Source: an optimization exercise on an open RTL-to-GDS flow (aim: small area, a short achievable clock period and few clock cycles per item). Production flows keep margins and buffers that such runs may drop.
RTL that was checked went through simulation tests only; none was proved equivalent to the original.
Power and IR drop assume default switching activity.

## lane 2
==> flow/design.v (excerpt) <==
module ptouch_rle (
    input  wire       clk,
    input  wire       rst,         
    input  wire       in_valid,
    output reg        in_ready,
    input  wire [7:0] in_data,
    input  wire       in_last,
    output reg        out_valid,
    input  wire       out_ready,
    output reg  [7:0] out_data,
    output reg        out_last
);
For scale: about 1900 cells after synthesis, about 1200 flip-flops, ~0.029 mm^2 of cells after synthesis.
==> module ptouch_rle, before the edit <==
module ptouch_rle (
    input  wire       clk,
    input  wire       rst,         
    input  wire       in_valid,
    output reg        in_ready,
    input  wire [7:0] in_data,
    input  wire       in_last,
    output reg        out_valid,
    input  wire       out_ready,
    output reg  [7:0] out_data,
    output reg        out_last
);
    localparam QA = 5;          
    localparam QW = 3;          
    localparam W0 = 4;          
    localparam WN = 24;         
    wire in_fire = in_valid && in_ready;
    reg [1023:0] ring;
    always @(posedge clk)
        ring <= {ring[1015:0], in_ready ? in_data : ring[1023:1016]};
    reg  [6:0] ph;           
    reg  [8:0] dst;          
    reg        fire_d;
    reg       n_v, n_l, n_e, c_v, c_l;
    reg       run;
    reg [7:0] cnt;
    reg [9:0]    q [0:QA-1];
    reg [9:0]    hq;
    reg [QW-1:0] q_wp, q_rp;
    reg [QW:0]   q_cnt;
    wire       cls   = c_v && (c_l || n_v) && (q_cnt != QA + 1);
    wire       shift = cls || !c_v;
    wire       eqx   = !c_l && n_e;          
    wire [7:0] cnx   = cnt + (run ? 8'hff : 8'h01);   
    reg       push;
    reg [9:0] push_d;
    always @(*) begin
        push   = 1'b0;
        push_d = {run, cnx, c_l};
        if (cls) begin
            if (run)
                push = c_l || !eqx || cnt == 8'd3;           
            else if (eqx) begin
                push   = (cnt != 8'hff);                     
                push_d = {1'b0, cnt, 1'b0};
            end else
                push = c_l || cnt == 8'd125;                 
        end
    end
    reg       busy, b_run, b_last;
    reg [7:0] rm;            
    reg [6:0] sel;           
    wire       q_ne = (q_cnt != 0);
    wire       a_ne = (q_cnt > 1);
    wire       oload = !out_valid || out_ready;
    wire       pop  = oload && !busy && q_ne;
    wire       dok  = oload && busy && sel < WN;
    wire [8*WN-1:0] win  = ring[8*W0 +: 8*WN];
    wire [7:0]      rdat = win[{sel[4:0], 3'b000} +: 8];
    wire       p_v = pop || dok;
    wire [7:0] p_d = pop ? hq[8:1] : rdat;
    wire       p_l = dok && b_last && (b_run || rm[6:0] == 7'd0);
    reg        dok_d, run_d;
    wire [8:0] radj = !dok_d ? 9'd0 : run_d ? {1'b1, rm} : 9'h1ff;
    wire [6:0] sel1 = sel + 7'd1;
    wire [6:0] sel2 = sel + 7'd1 + hq[7:1];
    wire open_run_only = run && !busy && !q_ne;
    wire resync = !c_v && !n_v && !busy && !q_ne && (run || cnt == 8'hff);
    wire q_ok   = (q_cnt < QA) || (q_cnt == QA && (!push || pop))
                               || (pop && !push);
    wire lt128  = !dst[8] && !dst[7];
    wire lt127  = lt128 && dst[6:0] != 7'h7f;
    wire lt126  = lt128 && dst[6:1] != 6'h3f;
    wire rdy0   = (resync || ph == 7'd127) && (open_run_only || (fire_d ? lt127 : lt128)) && q_ok;
    wire rdy1   = (open_run_only || (fire_d ? lt126 : lt127)) && q_ok;
    always @(posedge clk) begin
        if (rst) begin
            ph <= 7'd0;
            dst <= 9'd0;
            fire_d <= 1'b0;
            in_ready <= 1'b0;
            n_v <= 1'b0; c_v <= 1'b0; n_l <= 1'b0; c_l <= 1'b0;
            run <= 1'b0; cnt <= 8'hff;
            q_wp <= 0; q_rp <= 0; q_cnt <= 0;
            busy <= 1'b0; b_run <= 1'b0; b_last <= 1'b0; rm <= 8'd0;
            sel <= 7'd127 - W0;
            dok_d <= 1'b0; run_d <= 1'b0;
            out_valid <= 1'b0; out_data <= 8'd0; out_last <= 1'b0;
        end else begin
            if (in_fire)     ph <= ph;
            else if (resync) ph <= 7'd0;
            else             ph <= ph + 7'd1;
            dst      <= dst + radj + {8'd0, fire_d};
            fire_d   <= in_fire;
            in_ready <= in_fire ? rdy1 : rdy0;
            if (shift) begin
                c_v <= n_v; c_l <= n_l;
                n_v <= in_fire;
            end else if (in_fire) begin
                n_v <= 1'b1;
            end
            if (in_ready) begin
                n_l <= in_last;
                n_e <= (in_data == ring[7:0]);
            end
            if (cls) begin
                if (run) begin
                    if (push) begin run <= 1'b0; cnt <= 8'hff; end
                    else cnt <= cnx;
                end else if (eqx) begin
                    run <= 1'b1;
                    cnt <= 8'd0;
                end else begin
                    cnt <= push ? 8'hff : cnx;
                end
            end
            if (pop && a_ne) begin
                hq   <= q[q_rp];
                q_rp <= (q_rp == QA - 1) ? {QW{1'b0}} : q_rp + 1'b1;
            end else if (pop || !q_ne) begin
                hq   <= push_d;
            end
            if (q_cnt != QA + 1)
                q[q_wp] <= push_d;
            if (push && q_ne && (a_ne || !pop))
                q_wp <= (q_wp == QA - 1) ? {QW{1'b0}} : q_wp + 1'b1;
            q_cnt <= q_cnt + {{QW{1'b0}}, push} - {{QW{1'b0}}, pop};
            if (resync && !in_fire)  sel <= 7'd127 - W0;
            else if (dok)            sel <= sel;
            else if (pop && hq[9])   sel <= sel2;
            else                     sel <= sel1;
            dok_d <= dok;
            run_d <= b_run;
            if (pop) begin
                busy   <= 1'b1;
                b_run  <= hq[9];
                b_last <= hq[0];
                rm     <= hq[8:1];
            end else if (dok) begin
                if (b_run || rm[6:0] == 7'd0) busy <= 1'b0;
                rm <= rm - 8'd1;
            end
            if (oload) begin
                out_valid <= p_v; out_data <= p_d; out_last <= p_l;
            end
        end
    end
endmodule
==> flow/config.mk <==
export PLATFORM = sky130hd
export DESIGN_NAME = ptouch_rle
export DESIGN_NICKNAME = ptouch_rle
export VERILOG_FILES = /design/flow/design.v
export SDC_FILE = /design/flow/constraint.sdc
export NUM_CORES = 4
export LEC_CHECK = 0
export ABC_CLOCK_PERIOD_IN_PS = 2500
export CAP_MARGIN = 20
export CORE_MARGIN = 2
export CORE_UTILIZATION = 65
export CTS_CLUSTER_DIAMETER = 100
export CTS_CLUSTER_SIZE = 27
export SLEW_MARGIN = 20
==> flow/constraint.sdc <==
create_clock -name core_clock -period 8.0 [get_ports {clk}]
set_input_delay 1.6000 -clock core_clock [delete_from_list [all_inputs] [get_ports {clk}]]
set_output_delay 1.6000 -clock core_clock [all_outputs]
set_load 0.01 [all_outputs]
standard.sh (not shown) runs the stock make flow with config.mk's settings and CLKGATE_MAP_FILE= SYNTH_SCRIPT=/design/flow/synth_recipe.tcl, a recipe that flattens the netlist after the stock synthesis.
==> flow/flow/run.sh <==
#!/bin/bash
# Layout: the standard ORFS flow (standard.sh, synthesis included,
# unchanged) with two settings added on make's command line:
#  - buffer_ports inserts buf_2 cells as the port buffers (every input and
#    output port still gets its buffer);
set -euo pipefail
MARGIN=${MARGIN:-5.25}
bash standard.sh "BUFFER_PORTS_ARGS=-buffer_cell sky130_fd_sc_hd__buf_2" \
    "SETUP_SLACK_MARGIN=${MARGIN}" finish > make.log 2>&1
## Diff of input files: lane 4 against lane 2
-- flow/design.v --
<<< lane 2, line 14
    localparam QW = 3;          
    localparam W0 = 4;          
    localparam WN = 24;         
    wire in_fire = in_valid && in_ready;
    reg [1023:0] ring;
>>> lane 4, line 14
    localparam QW = 3;          
    localparam W0 = 4;          
    wire in_fire = in_valid && in_ready;
    reg [1023:0] ring;
<<< lane 2, line 55
    wire       oload = !out_valid || out_ready;
    wire       pop  = oload && !busy && q_ne;
    wire       dok  = oload && busy && sel < WN;
    wire [8*WN-1:0] win  = ring[8*W0 +: 8*WN];
    wire [7:0]      rdat = win[{sel[4:0], 3'b000} +: 8];
    wire       p_v = pop || dok;
    wire [7:0] p_d = pop ? hq[8:1] : rdat;
>>> lane 4, line 54
    wire       oload = !out_valid || out_ready;
    wire       pop  = oload && !busy && q_ne;
    wire       dok  = oload && busy && sel[6:5] == 2'b00;
    wire [255:0] win  = ring[8*W0 +: 256];
    wire [7:0]   rdat = win[{sel[4:0], 3'b000} +: 8];
    wire       p_v = pop || dok;
    wire [7:0] p_d = pop ? hq[8:1] : rdat;
--- outcome ---
Lane 4 against lane 2; placed wire-length estimate is down by a little under 10%. Relative to lane 2, first-pass GRT wire length has gone down in lane 4. The power in combinational cells in lane 4 is 1.06 times that in lane 2. Lane 2 reports its cell with the largest stage delay on the worst path as or4_4 while lane 4 reports dfxtp_4. Number of instances in the synthesized netlist of lane 4 falls short of that of lane 2 by a few percent. From lane 2 to lane 4 the numbers moved as follows: internal power summed over all cells picked up an extra 1.2%, portion of total power attributed to the clock network lost 0.3 points, arithmetic-cell share of the synthesized area counting full adders, half adders and majority gates neither gained nor lost much, total instance count after detailed placement lost about 3%. Lane 4 vs lane 2: wire length on met2 down in lane 4. Number of buffers between clock root and the deepest sink: lane 4 vs lane 2, no meaningful difference. The shortest period the worst path allows in lane 4 sits 41 ps above the value recorded for lane 2. NOTE: fraction of area in multi-input gates in lane 4 exceeds that of lane 2.
Testbench counts of lane 4, summed over its fixed seeds: cycles 178,658, items 176,050.
Function not checked in lane 2: the RTL went through the layout flow alone.

* * *

Setup of the reference run:
The RTL this note starts from:
==> flow/design.v <==
module ptouch_rle (
    input  wire       clk,
    input  wire       rst,         
    input  wire       in_valid,
    output reg        in_ready,
    input  wire [7:0] in_data,
    input  wire       in_last,
    output reg        out_valid,
    input  wire       out_ready,
    output reg  [7:0] out_data,
    output reg        out_last
);
    localparam QA = 7;          
    localparam QW = 3;          
    localparam W0 = 4;          
    wire in_fire = in_valid && in_ready;
    reg [1023:0] ring;
    always @(posedge clk)
        ring <= {ring[1015:0], in_ready ? in_data : ring[1023:1016]};
    reg  [6:0] ph;           
    reg  [8:0] dst;          
    reg       n_v, n_l, n_e, c_v, c_l;
    reg       run;
    reg [7:0] cnt;
    reg [9:0]    q [0:QA-1];
    reg [9:0]    hq;
    reg [QW-1:0] q_wp, q_rp;
    reg [QW:0]   q_cnt;
    wire       cls   = c_v && (c_l || n_v) && (q_cnt != QA + 1);
    wire       shift = cls || !c_v;
    wire       eqx   = !c_l && n_e;          
    wire [7:0] cinc  = cnt + 8'd1;
    wire [7:0] cdec  = cnt - 8'd1;
    reg       push;
    reg [9:0] push_d;
    always @(*) begin
        push   = 1'b0;
        push_d = {run, cdec, c_l};
        if (cls) begin
            if (run) begin
                push   = c_l || !eqx || cdec == 8'd2;        
                push_d = {1'b1, cdec, c_l};
            end else if (eqx) begin
                push   = (cnt != 8'hff);                     
                push_d = {1'b0, cnt, 1'b0};
            end else begin
                push   = c_l || cinc == 8'd126;              
                push_d = {1'b0, cinc, c_l};
            end
        end
    end
    reg       busy, b_run, b_last;
    reg [7:0] rm;            
    reg [6:0] sel;           
    wire       q_ne = (q_cnt != 0);
    wire       a_ne = (q_cnt > 1);
    wire       oload = !out_valid || out_ready;
    wire       pop  = oload && !busy && q_ne;
    wire       dok  = oload && busy && sel[6:5] == 2'b00;
    wire [255:0] win  = ring[8*W0 +: 256];
    wire [7:0]   rdat = win[{sel[4:0], 3'b000} +: 8];
    wire       p_v = pop || dok;
    wire [7:0] p_d = pop ? hq[8:1] : rdat;
    wire       p_l = dok && b_last && (b_run || rm[6:0] == 7'd0);
    wire [8:0] radj = !dok ? 9'd0 : b_run ? {1'b0, rm} + 9'd255 : 9'h1ff;
    wire [8:0] dst0 = dst + radj;
    wire [8:0] dst1 = dst + radj + 9'd1;
    wire open_run_only = run && !busy && !q_ne;
    wire resync = !c_v && !n_v && !busy && !q_ne && (run || cnt == 8'hff);
    wire q_ok   = (q_cnt < QA) || (q_cnt == QA && (!push || pop))
                               || (pop && !push);
    wire rdy0   = (resync || ph == 7'd127) && (open_run_only || !dst[8] && !dst[7]) && q_ok;
    wire rdy1   = (open_run_only || !dst[8] && (!dst[7] && dst[6:0] != 7'h7f)) && q_ok;
    always @(posedge clk) begin
        if (rst) begin
            ph <= 7'd0;
            dst <= 9'd0;
            in_ready <= 1'b0;
            n_v <= 1'b0; c_v <= 1'b0; n_l <= 1'b0; c_l <= 1'b0;
            run <= 1'b0; cnt <= 8'hff;
            q_wp <= 0; q_rp <= 0; q_cnt <= 0;
            busy <= 1'b0; b_run <= 1'b0; b_last <= 1'b0; rm <= 8'd0;
            sel <= 7'd0;
            out_valid <= 1'b0; out_data <= 8'd0; out_last <= 1'b0;
        end else begin
            if (in_fire)     ph <= ph;
            else if (resync) ph <= 7'd0;
            else             ph <= ph + 7'd1;
            dst      <= in_fire ? dst1 : dst0;
            in_ready <= in_fire ? rdy1 : rdy0;
            if (shift) begin
                c_v <= n_v; c_l <= n_l;
                n_v <= in_fire;
            end else if (in_fire) begin
                n_v <= 1'b1;
            end
            if (in_ready) begin
                n_l <= in_last;
                n_e <= (in_data == ring[7:0]);
            end
            if (cls) begin
                if (run) begin
                    if (push) begin run <= 1'b0; cnt <= 8'hff; end
                    else cnt <= cdec;
                end else if (eqx) begin
                    run <= 1'b1;
                    cnt <= 8'd0;
                end else begin
                    cnt <= push ? 8'hff : cinc;
                end
            end
            if (pop) begin
                if (a_ne) begin
                    hq   <= q[q_rp];
                    q_rp <= (q_rp == QA - 1) ? {QW{1'b0}} : q_rp + 1'b1;
                end else if (push) begin
                    hq   <= push_d;
                end
            end else if (push && !q_ne) begin
                hq <= push_d;
            end
            if (push && q_ne && (a_ne || !pop)) begin
                q[q_wp] <= push_d;
                q_wp    <= (q_wp == QA - 1) ? {QW{1'b0}} : q_wp + 1'b1;
            end
            q_cnt <= q_cnt + {{QW{1'b0}}, push} - {{QW{1'b0}}, pop};
            if (resync && !in_fire)  sel <= dst[6:0] - 7'd1 - W0;
            else if (dok)            sel <= sel;
            else if (pop && hq[9])   sel <= sel + 7'd1 + hq[7:1];
            else                     sel <= sel + 7'd1;
            if (pop) begin
                busy   <= 1'b1;
                b_run  <= hq[9];
                b_last <= hq[0];
                rm     <= hq[8:1];
            end else if (dok) begin
                if (b_run || rm[6:0] == 7'd0) busy <= 1'b0;
                rm <= rm - 8'd1;
            end
            if (oload) begin
                out_valid <= p_v; out_data <= p_d; out_last <= p_l;
            end
        end
    end
endmodule
Settings: LEC_CHECK=0, ABC_CLOCK_PERIOD_IN_PS=2500, CAP_MARGIN=20, CORE_MARGIN=2, CORE_UTILIZATION=65, CTS_CLUSTER_DIAMETER=100, CTS_CLUSTER_SIZE=30, SETUP_SLACK_MARGIN=5, SLEW_MARGIN=20; clock period 8.0 ns.
run.sh (not shown) runs the stock make flow with config.mk's settings and CLKGATE_MAP_FILE= SYNTH_SCRIPT=/design/flow/synth_recipe.tcl, a recipe that flattens the netlist after the stock synthesis.
Stock flow here: none of the scripts above is used.
### the reference run -> the trial run
--- a/flow/design.v
+++ b/flow/design.v
@@ -27,28 +27,24 @@
     reg [QW-1:0] q_wp, q_rp;
     reg [QW:0]   q_cnt;
     wire       cls   = c_v && (c_l || n_v) && (q_cnt != QA + 1);
     wire       shift = cls || !c_v;
     wire       eqx   = !c_l && n_e;          
-    wire [7:0] cinc  = cnt + 8'd1;
-    wire [7:0] cdec  = cnt - 8'd1;
+    wire [7:0] cnx   = cnt + (run ? 8'hff : 8'h01);   
     reg       push;
     reg [9:0] push_d;
     always @(*) begin
         push   = 1'b0;
-        push_d = {run, cdec, c_l};
+        push_d = {run, cnx, c_l};
         if (cls) begin
-            if (run) begin
-                push   = c_l || !eqx || cdec == 8'd2;        
-                push_d = {1'b1, cdec, c_l};
-            end else if (eqx) begin
+            if (run)
+                push = c_l || !eqx || cnt == 8'd3;           
+            else if (eqx) begin
                 push   = (cnt != 8'hff);                     
                 push_d = {1'b0, cnt, 1'b0};
-            end else begin
-                push   = c_l || cinc == 8'd126;              
-                push_d = {1'b0, cinc, c_l};
-            end
+            end else
+                push = c_l || cnt == 8'd125;                 
         end
     end
     reg       busy, b_run, b_last;
     reg [7:0] rm;            
     reg [6:0] sel;           
@@ -60,13 +56,14 @@
     wire [255:0] win  = ring[8*W0 +: 256];
     wire [7:0]   rdat = win[{sel[4:0], 3'b000} +: 8];
     wire       p_v = pop || dok;
     wire [7:0] p_d = pop ? hq[8:1] : rdat;
     wire       p_l = dok && b_last && (b_run || rm[6:0] == 7'd0);
-    wire [8:0] radj = !dok ? 9'd0 : b_run ? {1'b0, rm} + 9'd255 : 9'h1ff;
-    wire [8:0] dst0 = dst + radj;
-    wire [8:0] dst1 = dst + radj + 9'd1;
+    reg        dok_d, run_d;
+    wire [8:0] radj = !dok_d ? 9'd0 : run_d ? {1'b1, rm} : 9'h1ff;
+    wire [6:0] sel1 = sel + 7'd1;
+    wire [6:0] sel2 = sel + 7'd1 + hq[7:1];
     wire open_run_only = run && !busy && !q_ne;
     wire resync = !c_v && !n_v && !busy && !q_ne && (run || cnt == 8'hff);
     wire q_ok   = (q_cnt < QA) || (q_cnt == QA && (!push || pop))
                                || (pop && !push);
     wire rdy0   = (resync || ph == 7'd127) && (open_run_only || !dst[8] && !dst[7]) && q_ok;
@@ -78,17 +75,18 @@
             in_ready <= 1'b0;
             n_v <= 1'b0; c_v <= 1'b0; n_l <= 1'b0; c_l <= 1'b0;
             run <= 1'b0; cnt <= 8'hff;
             q_wp <= 0; q_rp <= 0; q_cnt <= 0;
             busy <= 1'b0; b_run <= 1'b0; b_last <= 1'b0; rm <= 8'd0;
-            sel <= 7'd0;
+            sel <= 7'd127 - W0;
+            dok_d <= 1'b0; run_d <= 1'b0;
             out_valid <= 1'b0; out_data <= 8'd0; out_last <= 1'b0;
         end else begin
             if (in_fire)     ph <= ph;
             else if (resync) ph <= 7'd0;
             else             ph <= ph + 7'd1;
-            dst      <= in_fire ? dst1 : dst0;
+            dst      <= dst + radj + {8'd0, in_fire};
             in_ready <= in_fire ? rdy1 : rdy0;
             if (shift) begin
                 c_v <= n_v; c_l <= n_l;
                 n_v <= in_fire;
             end else if (in_fire) begin
@@ -99,16 +97,16 @@
                 n_e <= (in_data == ring[7:0]);
             end
             if (cls) begin
                 if (run) begin
                     if (push) begin run <= 1'b0; cnt <= 8'hff; end
-                    else cnt <= cdec;
+                    else cnt <= cnx;
                 end else if (eqx) begin
                     run <= 1'b1;
                     cnt <= 8'd0;
                 end else begin
-                    cnt <= push ? 8'hff : cinc;
+                    cnt <= push ? 8'hff : cnx;
                 end
             end
             if (pop) begin
                 if (a_ne) begin
                     hq   <= q[q_rp];
@@ -122,14 +120,16 @@
             if (push && q_ne && (a_ne || !pop)) begin
                 q[q_wp] <= push_d;
                 q_wp    <= (q_wp == QA - 1) ? {QW{1'b0}} : q_wp + 1'b1;
             end
             q_cnt <= q_cnt + {{QW{1'b0}}, push} - {{QW{1'b0}}, pop};
-            if (resync && !in_fire)  sel <= dst[6:0] - 7'd1 - W0;
+            if (resync && !in_fire)  sel <= 7'd127 - W0;
             else if (dok)            sel <= sel;
-            else if (pop && hq[9])   sel <= sel + 7'd1 + hq[7:1];
-            else                     sel <= sel + 7'd1;
+            else if (pop && hq[9])   sel <= sel2;
+            else                     sel <= sel1;
+            dok_d <= dok;
+            run_d <= b_run;
             if (pop) begin
                 busy   <= 1'b1;
                 b_run  <= hq[9];
                 b_last <= hq[0];
                 rm     <= hq[8:1];
Notes after the runs:
- The trial run: all stages complete, timing, DRC and antenna checks passed
- The reference run reports its source of the critical timing path as out_ready while the trial run reports rst.
- From the reference run to the trial run the numbers moved as follows: total die area lost 1.7%; utilization lost 0.39 points; met2 wire length picked up an extra 470 um; non-clock buffer count lost about 30%; register-to-register slack picked up an extra 0.34 ns.
- Comparing the two runs side by side, the trial run comes out ahead of the reference run on placeable core area.
Testbench counts of the trial run, summed over its fixed seeds: cycles 176,226, items 176,050.
Function not checked in the reference run: the RTL went through the layout flow alone.

-- static timing again, ports no longer ideal --
In the flow no input, the clock included, has a driving cell. The finished layouts below were timed again as built, in two steps.
Step 1 assumes that a clkbuf_16 drives the clock port and a buf_2 every other input.
Step 2 also shifts input and output timing later by t, the mid clock arrival at the registers, as if the neighbouring blocks saw the same clock.
Three values: ideal ports, drivers, drivers and shift; two values: the first two.
run	t (ns)	slack for setup (ns)	hold slack, ns	latest minus earliest clock arrival (ns)
lane 2	0.673	5.277 / 5.219 / 4.691	0.320 / 0.320 / 0.320	0.029 / 0.029
lane 4	0.673	5.236 / 5.180 / 4.707	0.313 / 0.313 / 0.313	0.025 / 0.024
the reference run	0.662	4.686 / 4.709 / 4.047	0.308 / 0.308 / 0.308	0.027 / 0.028
the trial run	0.669	5.079 / 5.044 / 4.449	0.319 / 0.319 / 0.319	0.023 / 0.023
After both steps every run listed still meets setup and hold. The setup slack of the reference run, which loses most, moves by +0.023 ns with the drivers and by -0.639 ns with both steps.
